Source: an optimization exercise on an open RTL-to-GDS flow (aim: small area). Production flows keep margins and buffers that such runs may drop. Function was checked by simulation only, so behaviour that the tests miss may differ from the original. No activity file was given, so power comes from the tool's default toggle rates.

==> inputs of trial 5 <==
==> flow/design.v (excerpt) <==
module mce #(
    parameter W_T = 32,
    parameter W_U = 16,
    parameter W_A = 16
) (
    input  wire           clk,
    input  wire           rst,
    input  wire [W_T-1:0] NOW,
    input  wire [1:0]     CMD,
    input  wire [W_U-1:0] UNIT_IN,
    input  wire [7:0]     PAT_IN,
    input  wire [W_A-1:0] MSG_BASE,
    input  wire [7:0]     MSG_DATA,
    input  wire [7:0]     ROM_CHAR,
    input  wire [7:0]     DEC_PAT,
    output wire           TONE_ON,
    output wire           BUSY,
    output wire [W_A-1:0] MSG_ADDR,
    output wire [7:0]     ROM_PAT,
    output wire           DEC_SPACE,
    output wire           DEC_NOSTART,
    output wire [2:0]     DEC_LEN,
    output wire [6:0]     DEC_ELEMS
);
Settings: LEC_CHECK=0, CAP_MARGIN=20, CORE_MARGIN=2, CORE_UTILIZATION=65, CTS_BUF_LIST=sky130_fd_sc_hd__clkbuf_8, GPL_TIMING_DRIVEN=0, SLEW_MARGIN=20, SYNTH_HIERARCHICAL=1; clock period 8.0 ns.
standard.sh (not shown) runs the stock make flow with config.mk's settings and CLKGATE_MAP_FILE= SYNTH_SCRIPT=/design/flow/synth_recipe.tcl, a recipe that flattens the netlist after the stock synthesis.
==> flow/flow/run.sh <==
#!/bin/bash
# Own layout flow: the standard ORFS flow (standard.sh, unchanged
# synthesis), except that the port buffers are the smallest buffer cell and
# clock tree synthesis inserts no dummy loads.
set -euo pipefail
export BUFFER_PORTS_ARGS="-buffer_cell sky130_fd_sc_hd__buf_1"
export CTS_ARGS="-sink_clustering_enable -repair_clock_nets -dont_use_dummy_load -buf_list sky130_fd_sc_hd__clkbuf_8"
bash standard.sh finish > standard_flow.log 2>&1
==> build 28: changes against trial 5 <==
--- a/flow/design.v
+++ b/flow/design.v
@@ -44,18 +44,17 @@
     wire [31:0] dn;
     wire [31:19] pre, hn;
     wire        hc;
     wire [16:1] cx;
     wire [32:17] cy;
     wire [31:0] cg, cp;
     wire        cpn16, Pall, cxl, Ghi, expd;
     wire [15:0] mp_n;
-    wire [16:1] mc;
-    wire        ma0, ma1, ma8, mc8;
+    wire [15:1] mpre, mn;
     wire        inc;
     wire [1:0] st_n;
     wire       mode_n;
     wire [5:0] pattern_n;
     wire [2:0] e_n;
     wire       ld, kA, kB1, kB2, idle, busy, tone;
     mce_ctl ctl (
         .st(st), .mode(mode), .pattern(pattern), .e(e), .CMD(CMD),
@@ -339,36 +338,62 @@
     mce_a22o g253 (.A1(idle), .A2(MSG_BASE[8]), .B1(busy), .B2(msg_ptr[8]), .X(MSG_ADDR[8]));
     mce_a22o g254 (.A1(idle), .A2(MSG_BASE[9]), .B1(busy), .B2(msg_ptr[9]), .X(MSG_ADDR[9]));
     mce_a22o g255 (.A1(idle), .A2(MSG_BASE[10]), .B1(busy), .B2(msg_ptr[10]), .X(MSG_ADDR[10]));
     mce_a22o g256 (.A1(idle), .A2(MSG_BASE[11]), .B1(busy), .B2(msg_ptr[11]), .X(MSG_ADDR[11]));
     mce_a22o g257 (.A1(idle), .A2(MSG_BASE[12]), .B1(busy), .B2(msg_ptr[12]), .X(MSG_ADDR[12]));
     mce_a22o g258 (.A1(idle), .A2(MSG_BASE[13]), .B1(busy), .B2(msg_ptr[13]), .X(MSG_ADDR[13]));
     mce_a22o g259 (.A1(idle), .A2(MSG_BASE[14]), .B1(busy), .B2(msg_ptr[14]), .X(MSG_ADDR[14]));
     mce_a22o g260 (.A1(idle), .A2(MSG_BASE[15]), .B1(busy), .B2(msg_ptr[15]), .X(MSG_ADDR[15]));
-    mce_ha g261 (.A(MSG_ADDR[0]), .B(inc), .COUT(mc[1]), .SUM(mp_n[0]));
-    mce_ha g262 (.A(MSG_ADDR[1]), .B(mc[1]), .COUT(mc[2]), .SUM(mp_n[1]));
-    mce_ha g263 (.A(MSG_ADDR[2]), .B(mc[2]), .COUT(mc[3]), .SUM(mp_n[2]));
-    mce_ha g264 (.A(MSG_ADDR[3]), .B(mc[3]), .COUT(mc[4]), .SUM(mp_n[3]));
-    mce_ha g265 (.A(MSG_ADDR[4]), .B(mc[4]), .COUT(mc[5]), .SUM(mp_n[4]));
-    mce_ha g266 (.A(MSG_ADDR[5]), .B(mc[5]), .COUT(mc[6]), .SUM(mp_n[5]));
-    mce_ha g267 (.A(MSG_ADDR[6]), .B(mc[6]), .COUT(mc[7]), .SUM(mp_n[6]));
-    mce_ha g268 (.A(MSG_ADDR[7]), .B(mc[7]), .COUT(mc[8]), .SUM(mp_n[7]));
-    mce_ha g269 (.A(MSG_ADDR[8]), .B(mc8), .COUT(mc[9]), .SUM(mp_n[8]));
-    mce_ha g270 (.A(MSG_ADDR[9]), .B(mc[9]), .COUT(mc[10]), .SUM(mp_n[9]));
-    mce_ha g271 (.A(MSG_ADDR[10]), .B(mc[10]), .COUT(mc[11]), .SUM(mp_n[10]));
-    mce_ha g272 (.A(MSG_ADDR[11]), .B(mc[11]), .COUT(mc[12]), .SUM(mp_n[11]));
-    mce_ha g273 (.A(MSG_ADDR[12]), .B(mc[12]), .COUT(mc[13]), .SUM(mp_n[12]));
-    mce_ha g274 (.A(MSG_ADDR[13]), .B(mc[13]), .COUT(mc[14]), .SUM(mp_n[13]));
-    mce_ha g275 (.A(MSG_ADDR[14]), .B(mc[14]), .COUT(mc[15]), .SUM(mp_n[14]));
-    mce_ha g276 (.A(MSG_ADDR[15]), .B(mc[15]), .COUT(mc[16]), .SUM(mp_n[15]));
-    mce_nand4 g277 (.A(MSG_ADDR[0]), .B(MSG_ADDR[1]), .C(MSG_ADDR[2]), .D(MSG_ADDR[3]), .Y(ma0));
-    mce_nand4 g278 (.A(MSG_ADDR[4]), .B(MSG_ADDR[5]), .C(MSG_ADDR[6]), .D(MSG_ADDR[7]), .Y(ma1));
-    mce_nor2 g279 (.A(ma0), .B(ma1), .Y(ma8));
-    mce_and2 g280 (.A(inc), .B(ma8), .X(mc8));
+    mce_xor2 g261 (.A(MSG_ADDR[0]), .B(inc), .X(mp_n[0]));
+    assign mpre[1] = MSG_ADDR[0];
+    mce_nand2 g262 (.A(inc), .B(mpre[1]), .Y(mn[1]));
+    mce_xnor2 g263 (.A(MSG_ADDR[1]), .B(mn[1]), .Y(mp_n[1]));
+    mce_and2 g264 (.A(mpre[1]), .B(MSG_ADDR[1]), .X(mpre[2]));
+    mce_nand2 g265 (.A(inc), .B(mpre[2]), .Y(mn[2]));
+    mce_xnor2 g266 (.A(MSG_ADDR[2]), .B(mn[2]), .Y(mp_n[2]));
+    mce_and2 g267 (.A(mpre[2]), .B(MSG_ADDR[2]), .X(mpre[3]));
+    mce_nand2 g268 (.A(inc), .B(mpre[3]), .Y(mn[3]));
+    mce_xnor2 g269 (.A(MSG_ADDR[3]), .B(mn[3]), .Y(mp_n[3]));
+    mce_and2 g270 (.A(mpre[3]), .B(MSG_ADDR[3]), .X(mpre[4]));
+    mce_nand2 g271 (.A(inc), .B(mpre[4]), .Y(mn[4]));
+    mce_xnor2 g272 (.A(MSG_ADDR[4]), .B(mn[4]), .Y(mp_n[4]));
+    mce_and2 g273 (.A(mpre[4]), .B(MSG_ADDR[4]), .X(mpre[5]));
+    mce_nand2 g274 (.A(inc), .B(mpre[5]), .Y(mn[5]));
+    mce_xnor2 g275 (.A(MSG_ADDR[5]), .B(mn[5]), .Y(mp_n[5]));
+    mce_and2 g276 (.A(mpre[5]), .B(MSG_ADDR[5]), .X(mpre[6]));
+    mce_nand2 g277 (.A(inc), .B(mpre[6]), .Y(mn[6]));
+    mce_xnor2 g278 (.A(MSG_ADDR[6]), .B(mn[6]), .Y(mp_n[6]));
+    mce_and2 g279 (.A(mpre[6]), .B(MSG_ADDR[6]), .X(mpre[7]));
+    mce_nand2 g280 (.A(inc), .B(mpre[7]), .Y(mn[7]));
+    mce_xnor2 g281 (.A(MSG_ADDR[7]), .B(mn[7]), .Y(mp_n[7]));
+    mce_and2 g282 (.A(mpre[7]), .B(MSG_ADDR[7]), .X(mpre[8]));
+    mce_nand2 g283 (.A(inc), .B(mpre[8]), .Y(mn[8]));
+    mce_xnor2 g284 (.A(MSG_ADDR[8]), .B(mn[8]), .Y(mp_n[8]));
+    mce_and2 g285 (.A(mpre[8]), .B(MSG_ADDR[8]), .X(mpre[9]));
+    mce_nand2 g286 (.A(inc), .B(mpre[9]), .Y(mn[9]));
+    mce_xnor2 g287 (.A(MSG_ADDR[9]), .B(mn[9]), .Y(mp_n[9]));
+    mce_and2 g288 (.A(mpre[9]), .B(MSG_ADDR[9]), .X(mpre[10]));
+    mce_nand2 g289 (.A(inc), .B(mpre[10]), .Y(mn[10]));
+    mce_xnor2 g290 (.A(MSG_ADDR[10]), .B(mn[10]), .Y(mp_n[10]));
+    mce_and2 g291 (.A(mpre[10]), .B(MSG_ADDR[10]), .X(mpre[11]));
+    mce_nand2 g292 (.A(inc), .B(mpre[11]), .Y(mn[11]));
+    mce_xnor2 g293 (.A(MSG_ADDR[11]), .B(mn[11]), .Y(mp_n[11]));
+    mce_and2 g294 (.A(mpre[11]), .B(MSG_ADDR[11]), .X(mpre[12]));
+    mce_nand2 g295 (.A(inc), .B(mpre[12]), .Y(mn[12]));
+    mce_xnor2 g296 (.A(MSG_ADDR[12]), .B(mn[12]), .Y(mp_n[12]));
+    mce_and2 g297 (.A(mpre[12]), .B(MSG_ADDR[12]), .X(mpre[13]));
+    mce_nand2 g298 (.A(inc), .B(mpre[13]), .Y(mn[13]));
+    mce_xnor2 g299 (.A(MSG_ADDR[13]), .B(mn[13]), .Y(mp_n[13]));
+    mce_and2 g300 (.A(mpre[13]), .B(MSG_ADDR[13]), .X(mpre[14]));
+    mce_nand2 g301 (.A(inc), .B(mpre[14]), .Y(mn[14]));
+    mce_xnor2 g302 (.A(MSG_ADDR[14]), .B(mn[14]), .Y(mp_n[14]));
+    mce_and2 g303 (.A(mpre[14]), .B(MSG_ADDR[14]), .X(mpre[15]));
+    mce_nand2 g304 (.A(inc), .B(mpre[15]), .Y(mn[15]));
+    mce_xnor2 g305 (.A(MSG_ADDR[15]), .B(mn[15]), .Y(mp_n[15]));
 endmodule
 module mce_a21o (input A1, input A2, input B1, output X);
     assign X = (A1&A2)|B1;
 endmodule
 module mce_a21oi (input A1, input A2, input B1, output Y);
     assign Y = ~((A1&A2)|B1);
 endmodule
 module mce_a222oi (input A1, input A2, input B1, input B2, input C1, input C2, output Y);
Settings changed: CORE_UTILIZATION 65 to 75.
==> build 2: changes against trial 5 <==
--- a/flow/design.v
+++ b/flow/design.v
@@ -44,18 +44,17 @@
     wire [31:0] dn;
     wire [31:19] pre, hn;
     wire        hc;
     wire [16:1] cx;
     wire [32:17] cy;
     wire [31:0] cg, cp;
     wire        cpn16, Pall, cxl, Ghi, expd;
     wire [15:0] mp_n;
-    wire [16:1] mc;
-    wire        ma0, ma1, ma8, mc8;
+    wire [15:1] mpre, mn;
     wire        inc;
     wire [1:0] st_n;
     wire       mode_n;
     wire [5:0] pattern_n;
     wire [2:0] e_n;
     wire       ld, kA, kB1, kB2, idle, busy, tone;
     mce_ctl ctl (
         .st(st), .mode(mode), .pattern(pattern), .e(e), .CMD(CMD),
@@ -339,36 +338,62 @@
     mce_a22o g253 (.A1(idle), .A2(MSG_BASE[8]), .B1(busy), .B2(msg_ptr[8]), .X(MSG_ADDR[8]));
     mce_a22o g254 (.A1(idle), .A2(MSG_BASE[9]), .B1(busy), .B2(msg_ptr[9]), .X(MSG_ADDR[9]));
     mce_a22o g255 (.A1(idle), .A2(MSG_BASE[10]), .B1(busy), .B2(msg_ptr[10]), .X(MSG_ADDR[10]));
     mce_a22o g256 (.A1(idle), .A2(MSG_BASE[11]), .B1(busy), .B2(msg_ptr[11]), .X(MSG_ADDR[11]));
     mce_a22o g257 (.A1(idle), .A2(MSG_BASE[12]), .B1(busy), .B2(msg_ptr[12]), .X(MSG_ADDR[12]));
     mce_a22o g258 (.A1(idle), .A2(MSG_BASE[13]), .B1(busy), .B2(msg_ptr[13]), .X(MSG_ADDR[13]));
     mce_a22o g259 (.A1(idle), .A2(MSG_BASE[14]), .B1(busy), .B2(msg_ptr[14]), .X(MSG_ADDR[14]));
     mce_a22o g260 (.A1(idle), .A2(MSG_BASE[15]), .B1(busy), .B2(msg_ptr[15]), .X(MSG_ADDR[15]));
-    mce_ha g261 (.A(MSG_ADDR[0]), .B(inc), .COUT(mc[1]), .SUM(mp_n[0]));
-    mce_ha g262 (.A(MSG_ADDR[1]), .B(mc[1]), .COUT(mc[2]), .SUM(mp_n[1]));
-    mce_ha g263 (.A(MSG_ADDR[2]), .B(mc[2]), .COUT(mc[3]), .SUM(mp_n[2]));
-    mce_ha g264 (.A(MSG_ADDR[3]), .B(mc[3]), .COUT(mc[4]), .SUM(mp_n[3]));
-    mce_ha g265 (.A(MSG_ADDR[4]), .B(mc[4]), .COUT(mc[5]), .SUM(mp_n[4]));
-    mce_ha g266 (.A(MSG_ADDR[5]), .B(mc[5]), .COUT(mc[6]), .SUM(mp_n[5]));
-    mce_ha g267 (.A(MSG_ADDR[6]), .B(mc[6]), .COUT(mc[7]), .SUM(mp_n[6]));
-    mce_ha g268 (.A(MSG_ADDR[7]), .B(mc[7]), .COUT(mc[8]), .SUM(mp_n[7]));
-    mce_ha g269 (.A(MSG_ADDR[8]), .B(mc8), .COUT(mc[9]), .SUM(mp_n[8]));
-    mce_ha g270 (.A(MSG_ADDR[9]), .B(mc[9]), .COUT(mc[10]), .SUM(mp_n[9]));
-    mce_ha g271 (.A(MSG_ADDR[10]), .B(mc[10]), .COUT(mc[11]), .SUM(mp_n[10]));
-    mce_ha g272 (.A(MSG_ADDR[11]), .B(mc[11]), .COUT(mc[12]), .SUM(mp_n[11]));
-    mce_ha g273 (.A(MSG_ADDR[12]), .B(mc[12]), .COUT(mc[13]), .SUM(mp_n[12]));
-    mce_ha g274 (.A(MSG_ADDR[13]), .B(mc[13]), .COUT(mc[14]), .SUM(mp_n[13]));
-    mce_ha g275 (.A(MSG_ADDR[14]), .B(mc[14]), .COUT(mc[15]), .SUM(mp_n[14]));
-    mce_ha g276 (.A(MSG_ADDR[15]), .B(mc[15]), .COUT(mc[16]), .SUM(mp_n[15]));
-    mce_nand4 g277 (.A(MSG_ADDR[0]), .B(MSG_ADDR[1]), .C(MSG_ADDR[2]), .D(MSG_ADDR[3]), .Y(ma0));
-    mce_nand4 g278 (.A(MSG_ADDR[4]), .B(MSG_ADDR[5]), .C(MSG_ADDR[6]), .D(MSG_ADDR[7]), .Y(ma1));
-    mce_nor2 g279 (.A(ma0), .B(ma1), .Y(ma8));
-    mce_and2 g280 (.A(inc), .B(ma8), .X(mc8));
+    mce_xor2 g261 (.A(MSG_ADDR[0]), .B(inc), .X(mp_n[0]));
+    assign mpre[1] = MSG_ADDR[0];
+    mce_nand2 g262 (.A(inc), .B(mpre[1]), .Y(mn[1]));
+    mce_xnor2 g263 (.A(MSG_ADDR[1]), .B(mn[1]), .Y(mp_n[1]));
+    mce_and2 g264 (.A(mpre[1]), .B(MSG_ADDR[1]), .X(mpre[2]));
+    mce_nand2 g265 (.A(inc), .B(mpre[2]), .Y(mn[2]));
+    mce_xnor2 g266 (.A(MSG_ADDR[2]), .B(mn[2]), .Y(mp_n[2]));
+    mce_and2 g267 (.A(mpre[2]), .B(MSG_ADDR[2]), .X(mpre[3]));
+    mce_nand2 g268 (.A(inc), .B(mpre[3]), .Y(mn[3]));
+    mce_xnor2 g269 (.A(MSG_ADDR[3]), .B(mn[3]), .Y(mp_n[3]));
+    mce_and2 g270 (.A(mpre[3]), .B(MSG_ADDR[3]), .X(mpre[4]));
+    mce_nand2 g271 (.A(inc), .B(mpre[4]), .Y(mn[4]));
+    mce_xnor2 g272 (.A(MSG_ADDR[4]), .B(mn[4]), .Y(mp_n[4]));
+    mce_and2 g273 (.A(mpre[4]), .B(MSG_ADDR[4]), .X(mpre[5]));
+    mce_nand2 g274 (.A(inc), .B(mpre[5]), .Y(mn[5]));
+    mce_xnor2 g275 (.A(MSG_ADDR[5]), .B(mn[5]), .Y(mp_n[5]));
+    mce_and2 g276 (.A(mpre[5]), .B(MSG_ADDR[5]), .X(mpre[6]));
+    mce_nand2 g277 (.A(inc), .B(mpre[6]), .Y(mn[6]));
+    mce_xnor2 g278 (.A(MSG_ADDR[6]), .B(mn[6]), .Y(mp_n[6]));
+    mce_and2 g279 (.A(mpre[6]), .B(MSG_ADDR[6]), .X(mpre[7]));
+    mce_nand2 g280 (.A(inc), .B(mpre[7]), .Y(mn[7]));
+    mce_xnor2 g281 (.A(MSG_ADDR[7]), .B(mn[7]), .Y(mp_n[7]));
+    mce_and2 g282 (.A(mpre[7]), .B(MSG_ADDR[7]), .X(mpre[8]));
+    mce_nand2 g283 (.A(inc), .B(mpre[8]), .Y(mn[8]));
+    mce_xnor2 g284 (.A(MSG_ADDR[8]), .B(mn[8]), .Y(mp_n[8]));
+    mce_and2 g285 (.A(mpre[8]), .B(MSG_ADDR[8]), .X(mpre[9]));
+    mce_nand2 g286 (.A(inc), .B(mpre[9]), .Y(mn[9]));
+    mce_xnor2 g287 (.A(MSG_ADDR[9]), .B(mn[9]), .Y(mp_n[9]));
+    mce_and2 g288 (.A(mpre[9]), .B(MSG_ADDR[9]), .X(mpre[10]));
+    mce_nand2 g289 (.A(inc), .B(mpre[10]), .Y(mn[10]));
+    mce_xnor2 g290 (.A(MSG_ADDR[10]), .B(mn[10]), .Y(mp_n[10]));
+    mce_and2 g291 (.A(mpre[10]), .B(MSG_ADDR[10]), .X(mpre[11]));
+    mce_nand2 g292 (.A(inc), .B(mpre[11]), .Y(mn[11]));
+    mce_xnor2 g293 (.A(MSG_ADDR[11]), .B(mn[11]), .Y(mp_n[11]));
+    mce_and2 g294 (.A(mpre[11]), .B(MSG_ADDR[11]), .X(mpre[12]));
+    mce_nand2 g295 (.A(inc), .B(mpre[12]), .Y(mn[12]));
+    mce_xnor2 g296 (.A(MSG_ADDR[12]), .B(mn[12]), .Y(mp_n[12]));
+    mce_and2 g297 (.A(mpre[12]), .B(MSG_ADDR[12]), .X(mpre[13]));
+    mce_nand2 g298 (.A(inc), .B(mpre[13]), .Y(mn[13]));
+    mce_xnor2 g299 (.A(MSG_ADDR[13]), .B(mn[13]), .Y(mp_n[13]));
+    mce_and2 g300 (.A(mpre[13]), .B(MSG_ADDR[13]), .X(mpre[14]));
+    mce_nand2 g301 (.A(inc), .B(mpre[14]), .Y(mn[14]));
+    mce_xnor2 g302 (.A(MSG_ADDR[14]), .B(mn[14]), .Y(mp_n[14]));
+    mce_and2 g303 (.A(mpre[14]), .B(MSG_ADDR[14]), .X(mpre[15]));
+    mce_nand2 g304 (.A(inc), .B(mpre[15]), .Y(mn[15]));
+    mce_xnor2 g305 (.A(MSG_ADDR[15]), .B(mn[15]), .Y(mp_n[15]));
 endmodule
 module mce_a21o (input A1, input A2, input B1, output X);
     assign X = (A1&A2)|B1;
 endmodule
 module mce_a21oi (input A1, input A2, input B1, output Y);
     assign Y = ~((A1&A2)|B1);
 endmodule
 module mce_a222oi (input A1, input A2, input B1, input B2, input C1, input C2, output Y);
Settings changed: CORE_UTILIZATION 65 to 85.
==> summary of the runs <==
Build 2 ended with an error in global placement. Trial 5 ran to the end with no violations. Build 28 finished clean. In build 28 the combinational power is larger than in trial 5, by about 4%. Synthesized cell count: trial 5 is smaller than build 28 (about 4%). Clock power is about the same in build 28 and trial 5. Of trial 5 and build 28, build 28 has the higher via count (gap 9.5%, measured against build 28).
==> figures <==
	build 28	build 2	trial 5
Worst slack at placement	-732 ps	-	-819 ps
Outcome	timing/DRC/antenna clean	aborted with a tool error	timing/DRC/antenna clean
Stage where the flow stopped	-	global placement	-
Number of placed cells counting well taps	889	-	870
Number of nets at the end of the flow	929	-	920
Worst path bufs/invs	5	-	2
Cell area after placement	6220 µm²	-	6190 µm²
Overall track demand over capacity in global routing	38.9%	-	31.1%
Internal Power	1.39 mW	-	1.39 mW
Multiplexer share of the synthesized area	0.269%	0.269%	0.273%
Switching fraction of total power	44.5%	-	42.9%

==> afterwards: timing with drivers on the ports <==
The flow's constraints put no driver on any port. The routed layouts listed below were extracted and timed again, unchanged, in two steps. Step 1 (the two cells are an assumption about what drives the block):
set clk [get_ports {clk}]
set_driving_cell -lib_cell sky130_fd_sc_hd__clkbuf_16 $clk
set_driving_cell -lib_cell sky130_fd_sc_hd__buf_2 [delete_from_list [all_inputs] $clk]
Step 2 adds t to the input delays and takes it off the output delays; t is the mean of the earliest and latest rising clock arrival at the registers after step 1. Input paths then give back, and output paths get back, about the clock's delay inside the block. a / b / c = ideal ports / drivers / drivers and shift; a / b = the first two.
run | t, ns | slack for setup (ns) | worst hold slack (ns) | worst register clock-pin slew, ns
trial 5 | 0.380 | 0.389 / 0.393 / 0.013 | 0.478 / 0.478 / 0.478 | 0.08 / 0.08
build 28 | 0.371 | 0.331 / 0.338 / -0.033 | 0.482 / 0.482 / 0.482 | 0.08 / 0.08
With both steps, setup timing fails in build 28, where it was met with ideal ports. For trial 5, which loses most, drivers alone change the setup slack by +0.004 ns; drivers and shift together by -0.376 ns.
